This is an optimization exercise on Yosys and OpenROAD, whose aim is small area, not a production implementation. The RTL was checked by simulation tests, not by an equivalence proof against the original design. Power and IR drop assume default switching activity.

==> flow/design.v (excerpt) <==
module mpc_codec (
    input  wire       clk,
    input  wire       rst,           
    input  wire [1:0] d_op,          
    input  wire [7:0] d_data,        
    output wire [1:0] d_cnt,         
    output wire [7:0] d_char0,
    output wire [7:0] d_char1,
    output wire [1:0] d_fault,       
    output wire       d_query,
    input  wire [1:0] e_op,          
    input  wire [7:0] e_char,
    output wire [1:0] e_cnt,         
    output wire [7:0] e_byte0,
    output wire [7:0] e_byte1,
    output wire [7:0] e_byte2,
    output wire       e_fault,       
    output wire [2:0] s_ustate,
    output wire [7:0] s_buf2,
    output wire       s_packing,
    output wire       s_pend_valid,
    output wire [7:0] s_pend
);
    localparam [2:0] ST_IDLE   = 3'd0;    
    localparam [2:0] ST_LIT1   = 3'd1;    
    localparam [2:0] ST_LIT1B2 = 3'd2;    
    localparam [2:0] ST_LIT2   = 3'd3;    
    localparam [2:0] ST_CMD    = 3'd4;    
    localparam [1:0] DOP_BYTE   = 2'd1;
    localparam [1:0] DOP_RESET  = 2'd2;
    localparam [1:0] DOP_MANUAL = 2'd3;
    localparam [1:0] EOP_PUSH  = 2'd1;
    localparam [1:0] EOP_FLUSH = 2'd2;
    localparam [2:0] ID_TOGGLE  = 3'd0;
  ...
Settings: LEC_CHECK=0, ABC_AREA=1, CAP_MARGIN=20, CORE_MARGIN=2, CORE_UTILIZATION=40, CTS_BUF_LIST=sky130_fd_sc_hd__clkbuf_4, CTS_CLUSTER_SIZE=20, SLEW_MARGIN=20; clock period 10.0 ns.
standard.sh (not shown) runs the stock make flow with config.mk's settings and CLKGATE_MAP_FILE= SYNTH_SCRIPT=/design/flow/synth_recipe.tcl, a recipe that flattens the netlist after the stock synthesis.
==> flow/flow/run.sh <==
#!/bin/bash
# Own layout flow: the standard synthesis, then the combinational logic
# re-mapped with a stronger ABC script (registers kept by name and cell type),
# then the standard layout with the smallest buffer on the ports.
set -euo pipefail
W=$PWD
R=$W/orfs/results/$FLOW_PLATFORM/mpc_codec/base
LIB=$FLOW_HOME/platforms/$FLOW_PLATFORM/lib/sky130_fd_sc_hd__tt_025C_1v80.lib

bash standard.sh synth > $W/1_standard_synth.log 2>&1
cp $R/1_2_yosys.v $W/standard_synth.v

REMAP_LIB=$LIB REMAP_IN=$W/standard_synth.v REMAP_OUT=$W/remapped.v REMAP_TOP=$FLOW_TOP \
REMAP_ABC=$W/flow/remap.abc REMAP_STAT=$W/remap_stat.txt \
  yosys -c $W/flow/remap.tcl > $W/2_remap.log 2>&1

cp $W/remapped.v $R/1_2_yosys.v
rm -f $R/1_synth.odb
export BUFFER_PORTS_ARGS="-buffer_cell sky130_fd_sc_hd__buf_1"
bash standard.sh > $W/3_standard_layout.log 2>&1
==> flow/flow/remap.abc <==
strash
&get -n
&st
&deepsyn -T 20
&dch -f
&nf -R 1000
&put
==> flow/flow/remap.tcl <==
# Re-map the combinational logic of the standard synthesis netlist with a
# stronger ABC script. Registers (and tie cells) are kept as instances, so
# their names and cell types stay those of the standard synthesis.
yosys -import
set lib $::env(REMAP_LIB)
read_liberty -ignore_miss_func $lib
set keep [list sky130_fd_sc_hd__dfxtp_1 sky130_fd_sc_hd__edfxtp_1 sky130_fd_sc_hd__dfrtp_1 \
             sky130_fd_sc_hd__dfstp_1 sky130_fd_sc_hd__sdfxtp_1 sky130_fd_sc_hd__conb_1]
foreach m $keep {
  catch {setattr -mod -set keep_hierarchy 1 $m}
}
read_verilog $::env(REMAP_IN)
hierarchy -top $::env(REMAP_TOP)
flatten
# wires inside the flattened library cells
yosys rename -hide w:*.*
opt -purge
set dont {-dont_use *probe* -dont_use *lpflow*}
abc -script $::env(REMAP_ABC) -liberty $lib {*}$dont
foreach m $keep { blackbox $m }
hierarchy -top $::env(REMAP_TOP)
opt_clean -purge
splitnets
opt_clean -purge
hilomap -singleton -hicell sky130_fd_sc_hd__conb_1 HI -locell sky130_fd_sc_hd__conb_1 LO
insbuf -buf sky130_fd_sc_hd__buf_1 A X
# the check refuses names with '/' or ':'
# left out here: hide names made inside functions
tee -o $::env(REMAP_STAT) stat -top $::env(REMAP_TOP) -liberty $lib
write_verilog -noattr -nohex -nodec $::env(REMAP_OUT)
The first run finished clean.
Edit:
--- a/flow/flow/run.sh
+++ b/flow/flow/run.sh
@@ -19,0 +20 @@
+export CTS_ARGS="-sink_clustering_enable -repair_clock_nets -buf_list sky130_fd_sc_hd__clkbuf_16 -sink_clustering_size 40 -sink_clustering_max_diameter 200 -dont_use_dummy_load"
--- a/flow/config.mk
+++ b/flow/config.mk
@@ -12,2 +11,0 @@
-export CTS_BUF_LIST = sky130_fd_sc_hd__clkbuf_4
-export CTS_CLUSTER_SIZE = 20
=>
- global-route usage climbs by 0.18 points
- critical path depth is unchanged
- total power goes up by about a fifth
- setup slack gains 0.091 ns
- core utilization rises by 1.3 points

afterwards: timing with drivers on the ports:
How much do the figures lean on ideal ports? The routed layouts below were timed once more, with nothing changed but the port constraints. Step 1 sets driving cells, clkbuf_16 on the clock port and buf_2 on the other inputs (assumed; they add their load-dependent delay and slew). Step 2 adds t to the input delays and takes it off the output delays; t is the mean of the earliest and latest rising clock arrival at the registers after step 1. Input paths then give back, and output paths get back, about the clock's delay inside the block. Slacks: ideal / step 1 / step 2; pairs: ideal / step 1.
run | shift t [ns] | setup WS [ns] | worst setup path at the end | worst slew at a driven data input, ns
the first run | 0.358 | 5.177 / 5.152 / 5.511 | register to output | 0.04
the second run | 0.298 | 5.268 / 5.238 / 5.537 | register to output | 0.04
After both steps every run listed still meets setup and hold.
